Context: an optimization exercise on an open-source flow, tuned for small area, a short achievable clock period and few clock cycles. The choices shown serve that exercise and are no tape-out recipe. Where RTL was checked, it was by simulation tests only, not by an equivalence proof against the original. Power and IR drop assume default switching activity.

== job 1944 ==
==> flow/design.v (excerpt) <==
module nabu_engine (
    input  wire        clk,
    input  wire        rst,
    input  wire        rx_valid,
    output wire        rx_ready,
    input  wire [7:0]  rx_data,
    output wire        tx_valid,
    input  wire        tx_ready,
    output wire [7:0]  tx_data,
    output wire        st_req_valid,
    input  wire        st_req_ready,
    output wire [23:0] st_seg,
    output wire [7:0]  st_pkt,
    input  wire        st_rsp_valid,
    output wire        st_rsp_ready,
    input  wire [1:0]  st_rsp_kind,
    input  wire [15:0] st_rsp_len,
    input  wire [15:0] st_rsp_offset,
    input  wire        st_rsp_last,
    input  wire        st_dat_valid,
    output wire        st_dat_ready,
    input  wire [7:0]  st_dat,
    input  wire [7:0]  tod_wd,
    input  wire [7:0]  tod_mo,
    input  wire [7:0]  tod_dd,
    input  wire [7:0]  tod_hh,
    input  wire [7:0]  tod_mi,
    input  wire [7:0]  tod_ss
);
    localparam [2:0] C_NONE = 3'd0,      
                     C_A    = 3'd1,      
                     C_82   = 3'd2,
                     C_83   = 3'd3,
                     C_1E   = 3'd4,
                     C_05   = 3'd5,
                     C_84   = 3'd6;
    localparam [2:0] A_1006 = 3'd0,
                     A_E4   = 3'd2,
                     A_91   = 3'd3,
                     A_1F   = 3'd4,
                     A_10E1 = 3'd5,
                     A_90   = 3'd7;
    function [1:0] mod3;     
        input [5:0] v;
        begin
            case (v)
            6'd0: mod3 = 2'd0;
            6'd1: mod3 = 2'd1;
            6'd2: mod3 = 2'd2;
            6'd3: mod3 = 2'd0;
            6'd4: mod3 = 2'd1;
            6'd5: mod3 = 2'd2;
            6'd6: mod3 = 2'd0;
            6'd7: mod3 = 2'd1;
            6'd8: mod3 = 2'd2;
            6'd9: mod3 = 2'd0;
            6'd10: mod3 = 2'd1;
            6'd11: mod3 = 2'd2;
            6'd12: mod3 = 2'd0;
            6'd13: mod3 = 2'd1;
            6'd14: mod3 = 2'd2;
            6'd15: mod3 = 2'd0;
            6'd16: mod3 = 2'd1;
            6'd17: mod3 = 2'd2;
            6'd18: mod3 = 2'd0;
            6'd19: mod3 = 2'd1;
            6'd20: mod3 = 2'd2;
  ...
Size: ~960 cells after synthesis, about 170 flip-flops, ~150 I/O pins, ~9100 um^2 of cells after synthesis.
export LEC_CHECK = 0
export CAP_MARGIN = 20
export CORE_MARGIN = 2
export CORE_UTILIZATION = 40
export CTS_BUF_LIST = sky130_fd_sc_hd__clkbuf_8
export SETUP_SLACK_MARGIN = 2.8
export SLEW_MARGIN = 20
create_clock -name core_clock -period 5.0 [get_ports {clk}]
standard.sh (not shown) runs the stock make flow with config.mk's settings and CLKGATE_MAP_FILE= SYNTH_SCRIPT=/design/flow/synth_recipe.tcl, a recipe that flattens the netlist after the stock synthesis.
==> flow/flow/run.sh <==
#!/bin/bash
# The standard layout, with the port buffers made of buf_2 cells instead of
# the cell buffer_ports picks by default. The output of the whole run goes to
# standard.log in the folder this runs in.
export BUFFER_PORTS_ARGS="-buffer_cell sky130_fd_sc_hd__buf_2"
bash standard.sh > standard.log 2>&1
Testbench counts of job 1944, summed over its fixed seeds: cycles 192,988.
The following lists how job 7871 was set up differently from job 1944:
Settings: SETUP_SLACK_MARGIN changed from 2.8 to 3.0; ABC_AREA newly set to 1.
[summary]
Job 7871 has overall via count from detail_route above what job 1944 had.
Relative to job 1944, register share of the cell area decreased by 3.6 points in job 7871.
Job 7871 ended up with flip-flop to output port as its classification of the worst setup path; job 1944 ended up with flip-flop to flip-flop.
Per the comparison of job 7871 with job 1944, core utilization increased 6.0 points; net count after synthesis moved up; post-layout instance area saw an increase.
[inputs] job 741 vs job 7871
Settings: ABC_AREA no longer set, was 1; SETUP_SLACK_MARGIN now 2.4, was 3.0.
Results
- NOTE wire length per cell after detailed routing job 7871->job 741 increased slightly
- Leakage power total sits lower in job 741 than in job 7871.
- Job 741 against job 7871: power fell 0.71 mW; final clock period utilization by the worst path has increased; power dissipated in combinational cells saw a decrease.
- Changes observed in job 741 relative to job 7871: area growth from synthesis to final layout went down; measured slew at the worst slew-check pin saw an increase; routed wire length fell about 15%.

---

## beta
Another version of the RTL of nabu_engine (not shown whole).
Size: roughly 160 flip-flops, roughly 150 I/O pins, ~8800 um2 of cells after synthesis.
## nabu_engine
module nabu_engine (
    input  wire        clk,
    input  wire        rst,
    input  wire        rx_valid,
    output wire        rx_ready,
    input  wire [7:0]  rx_data,
    output wire        tx_valid,
    input  wire        tx_ready,
    output wire [7:0]  tx_data,
    output wire        st_req_valid,
    input  wire        st_req_ready,
    output wire [23:0] st_seg,
    output wire [7:0]  st_pkt,
    input  wire        st_rsp_valid,
    output wire        st_rsp_ready,
    input  wire [1:0]  st_rsp_kind,
    input  wire [15:0] st_rsp_len,
    input  wire [15:0] st_rsp_offset,
    input  wire        st_rsp_last,
    input  wire        st_dat_valid,
    output wire        st_dat_ready,
    input  wire [7:0]  st_dat,
    input  wire [7:0]  tod_wd,
    input  wire [7:0]  tod_mo,
    input  wire [7:0]  tod_dd,
    input  wire [7:0]  tod_hh,
    input  wire [7:0]  tod_mi,
    input  wire [7:0]  tod_ss
);
export LEC_CHECK = 0
export CAP_MARGIN = 20
export CORE_MARGIN = 2
export CORE_UTILIZATION = 40
export CTS_BUF_LIST = sky130_fd_sc_hd__clkbuf_8
export SLEW_MARGIN = 20
create_clock -name core_clock -period 5.0 [get_ports {clk}]
run.sh (not shown) runs the stock make flow with config.mk's settings and CLKGATE_MAP_FILE= SYNTH_SCRIPT=/design/flow/synth_recipe.tcl, a recipe that flattens the netlist after the stock synthesis.
Stock flow here: none of the scripts above is used.
beta finished every stage and its layout cleared the timing, design-rule and antenna checks.
Input changes introduced in delta (baseline for comparison: beta):
Settings: CTS_BUF_LIST: sky130_fd_sc_hd__clkbuf_8 -> unset.
==> comparison <==
Compared with beta, in delta part of the total power dissipated in combinational logic -1.1 points, global-route usage held, maximum frequency was more or less identical. Routed wire length for delta: about 0.4% up relative to beta. Across both runs, design area was higher for delta than for beta. Number of global-route vias before repair ended up 30 higher on delta than on beta. Having completed the whole flow, delta delivered a layout that passed the timing, design-rule and antenna checks.
No run of this note included a check of the RTL's function; only the layout flow was run.

---

== run A ==
Another version of the RTL of nabu_engine (not shown whole).
Size in the first run: roughly 1100 cells after synthesis, roughly 170 flip-flops, roughly 8900 um2 of cells after synthesis.
export LEC_CHECK = 0
export ABC_AREA = 1
export CAP_MARGIN = 20
export CORE_MARGIN = 2
export CORE_UTILIZATION = 65
export CTS_BUF_LIST = sky130_fd_sc_hd__clkbuf_8
export PLACE_DENSITY = 0.8
export SETUP_SLACK_MARGIN = 2.9
export SLEW_MARGIN = 20
export TNS_END_PERCENT = 5
create_clock -name core_clock -period 5.0 [get_ports {clk}]
standard.sh (not shown) runs the stock make flow with config.mk's settings and CLKGATE_MAP_FILE= SYNTH_SCRIPT=/design/flow/synth_recipe.tcl, a recipe that flattens the netlist after the stock synthesis.
Scripts as last shown in full above: flow/flow/run.sh
Testbench counts of run A, summed over its fixed seeds: cycles 192,739.
> inputs changed (run A -> run B)
Settings: PLACE_DENSITY: 0.8 -> unset.
==> comparison <==
Comparing run B and run A, the lower critical path depth in cells was measured on run B.
Between run B and run A, the H-tree level count figures differ only marginally.
Route | run B vs run A | wire shorter in run B
Hold slack down 0.011 ns in run B wrt run A
Run B ended up with a higher setup slack than run A did.
Summary — cell area, run B relative to run A: lower, by 2.0%.
Run A has a higher relative contribution of the clock network to total power than run B.
Multi-input combinational cell area: run A vs run B — no meaningful difference
Routed length per placed instance of run B falls short of that of run A by a few percent.
Relative to run A, the clock network power of run B is lower by about 20%.
#### Input delta (run C over run B)
Settings: swapping 2.9 for 2.8 in SETUP_SLACK_MARGIN; clearing TNS_END_PERCENT, which used to be 5.
- More vias were needed by run C than by run B.
- Looking at run B and run C, the post-route cell area is a wash.
- Run C ended up with r1[3] as its startpoint of the worst setup timing path; run B ended up with r0[4].
- Comparing run B and run C, the higher non-clock buffer count is on run C.
- Total routing resource utilization after global routing for run C: 0.35 points up relative to run B
- Re synthesized area: no difference whatsoever between run C and run B.

---

Setup of job 6782:
RTL: one of the versions met above, not the one the previous note started from.
Size: roughly 9000 um2 of cells after synthesis.
Design nabu_engine, start of the top module:
module nabu_engine (
    input  wire        clk,
    input  wire        rst,
    input  wire        rx_valid,
    output wire        rx_ready,
    input  wire [7:0]  rx_data,
    output wire        tx_valid,
    input  wire        tx_ready,
    output wire [7:0]  tx_data,
    output wire        st_req_valid,
    input  wire        st_req_ready,
    output wire [23:0] st_seg,
    output wire [7:0]  st_pkt,
    input  wire        st_rsp_valid,
    output wire        st_rsp_ready,
    input  wire [1:0]  st_rsp_kind,
    input  wire [15:0] st_rsp_len,
    input  wire [15:0] st_rsp_offset,
    input  wire        st_rsp_last,
    input  wire        st_dat_valid,
    output wire        st_dat_ready,
    input  wire [7:0]  st_dat,
    input  wire [7:0]  tod_wd,
    input  wire [7:0]  tod_mo,
    input  wire [7:0]  tod_dd,
    input  wire [7:0]  tod_hh,
    input  wire [7:0]  tod_mi,
    input  wire [7:0]  tod_ss
);
export LEC_CHECK = 0
export ABC_AREA = 1
export CAP_MARGIN = 20
export CORE_MARGIN = 2
export CORE_UTILIZATION = 40
export CTS_BUF_LIST = sky130_fd_sc_hd__clkbuf_8
export SETUP_SLACK_MARGIN = 2.8
export SLEW_MARGIN = 20
create_clock -name core_clock -period 5.0 [get_ports {clk}]
Scripts as last shown in full above: flow/flow/run.sh
Testbench counts of job 6782, summed over its fixed seeds: cycles 192,988.
#### Input delta (job 4408 over job 6782)
Settings: CORE_UTILIZATION now 65, was 40; SETUP_SLACK_MARGIN now 2.9, was 2.8.
[summary]
Job 4408 vs job 6782 on final core utilization: job 4408 is the higher one. Changes observed in job 4408 relative to job 6782: clock input transition at the sequential cells of the worst setup and hold paths saw little to no change, tap cell count saw a decrease, cell area saw an increase, share of layout cells above drive strength 1 saw an increase. Layout overhead on the synthesized area | job 4408 above job 6782. Relative to job 6782, slack of the critical path has gone down in job 4408. Per the comparison of job 4408 with job 6782, overall power consumption up 0.21 mW, largest voltage drop on the vdd net has increased. Measured against each other, job 6782 and job 4408 differ in worst-case reg-to-reg path depth, the lower figure coming from job 6782. Final cell count (job 4408 over job 6782): decrease, about 2.8%.
What job 6714 does differently from job 4408 at the input level:
Settings: a deleted ABC_AREA that had been 1; a deleted SETUP_SLACK_MARGIN that had been 2.9; a change of CORE_UTILIZATION from 65 to 40.
[summary]
- Total chip power sits lower in job 6714 than in job 4408.
- When job 6714 is set beside job 4408, its pre-CTS setup slack turns out to be 220 ps larger.
- Lower area enclosed by the die boundary was reported by job 4408, not job 6714.
- Diff job 4408 and job 6714: synthesized cell count higher in job 4408
- Job 6714 — required time at the endpoint of the critical path 60 ps higher, job 4408 as reference
- Of job 4408 and job 6714, job 4408 shows the lower post-synthesis average cell area, with job 6714 above it.
- Going from job 4408 to job 6714, total non-filler cell area in the finished layout shrank by a little under 10%.
- [compare] base=job 4408 new=job 6714: met1 routing resource usage after global routing decreased 17 points, buffer count excluding the clock tree in the final layout decreased about 36%.
- Changes observed in job 6714 relative to job 4408: utilization fell by 40 points; worst clock skew on the final layout stayed essentially flat.
- Job 6714 completed end to end with timing, DRC and antenna clean.

---

RTL: one of the versions met above, not the one the previous note started from.
Size in the first run: roughly 1100 cells after synthesis, ~170 flip-flops, ~150 I/O pins, ~8900 um^2 of cells after synthesis.
clock: 5.0 ns
lec_check: 0
abc_area: 1
cap_margin: 20
core_margin: 2
core_utilization: 65
cts_buf_list: sky130_fd_sc_hd__clkbuf_8
cts_cluster_diameter: 80
cts_cluster_size: 20
setup_slack_margin: 2.9
slew_margin: 20
tns_end_percent: 5
Scripts as last shown in full above: flow/flow/run.sh
Testbench counts at the start, summed over its fixed seeds: cycles 192,739.
==> next run, changes <==
==> flow/flow/run.sh (replaced) <==
#!/bin/bash
# The standard layout, with the port buffers made of buf_1 cells instead of
# the cell buffer_ports picks by default. The output of the whole run goes to
# standard.log in the folder this runs in.
export BUFFER_PORTS_ARGS="-buffer_cell sky130_fd_sc_hd__buf_1"
bash standard.sh > standard.log 2>&1
Settings changed: CTS_CLUSTER_DIAMETER 80 to unset, CTS_CLUSTER_SIZE 20 to unset, SETUP_SLACK_MARGIN 2.9 to 2.8, TNS_END_PERCENT 5 to unset.
Wire length increases by 3.8%.
Via count climbs by 2.2%.
Die area is unchanged.
Core utilization goes up by 0.27 points.
Cell count goes up by 1.3%.
Worst hold slack improves by 0.0059 ns.

[static timing again, ports no longer ideal]
How much do the figures lean on ideal ports? The routed layouts below were timed once more, with nothing changed but the port constraints.
Step 1 assumes that a clkbuf_16 drives the clock port and a buf_2 every other input.
Step 2 moves the port delays by t, midway between the first and last clock arrival at a register: inputs arrive t later, outputs are due t later. That takes back most of the time a late clock gives input paths.
a / b / c = no drivers / after step 1 / after step 2; a / b = the first two.
| run | t (ns) | setup slack, ns | worst slew at a driven data input, ns | cell pins on the clock port's net |
|---|---|---|---|---|
| job 1944 | 0.509 | 2.766 / 2.766 / 2.386 | 0.05 | 1 |
| job 7871 | 0.511 | 2.863 / 2.819 / 2.353 | 0.07 | 1 |
| job 741 | 0.497 | 2.542 / 2.542 / 2.185 | 0.07 | 1 |
| beta | 0.504 | 1.868 / 1.868 / 1.508 | 0.05 | 1 |
| delta | 0.467 | 1.870 / 1.870 / 1.504 | 0.05 | 1 |
| run A | 0.510 | 2.766 / 2.755 / 2.245 | 0.06 | 1 |
| run B | 0.499 | 2.860 / 2.823 / 2.401 | 0.04 | 1 |
| run C | 0.505 | 2.843 / 2.805 / 2.352 | 0.04 | 1 |
| job 6782 | 0.508 | 2.828 / 2.816 / 2.322 | 0.05 | 1 |
| job 4408 | 0.532 | 2.752 / 2.752 / 2.220 | 0.05 | 1 |
| job 6714 | 0.504 | 1.935 / 1.935 / 1.782 | 0.08 | 1 |
| the first run of note 5 | 0.499 | 2.860 / 2.823 / 2.401 | 0.04 | 1 |
| the second run of note 5 | 0.514 | 2.820 / 2.815 / 2.307 | 0.05 | 1 |
After both steps every run listed still meets setup and hold. For job 4408, which loses most, drivers alone change the setup slack by 0.000 ns; drivers and shift together by -0.532 ns.
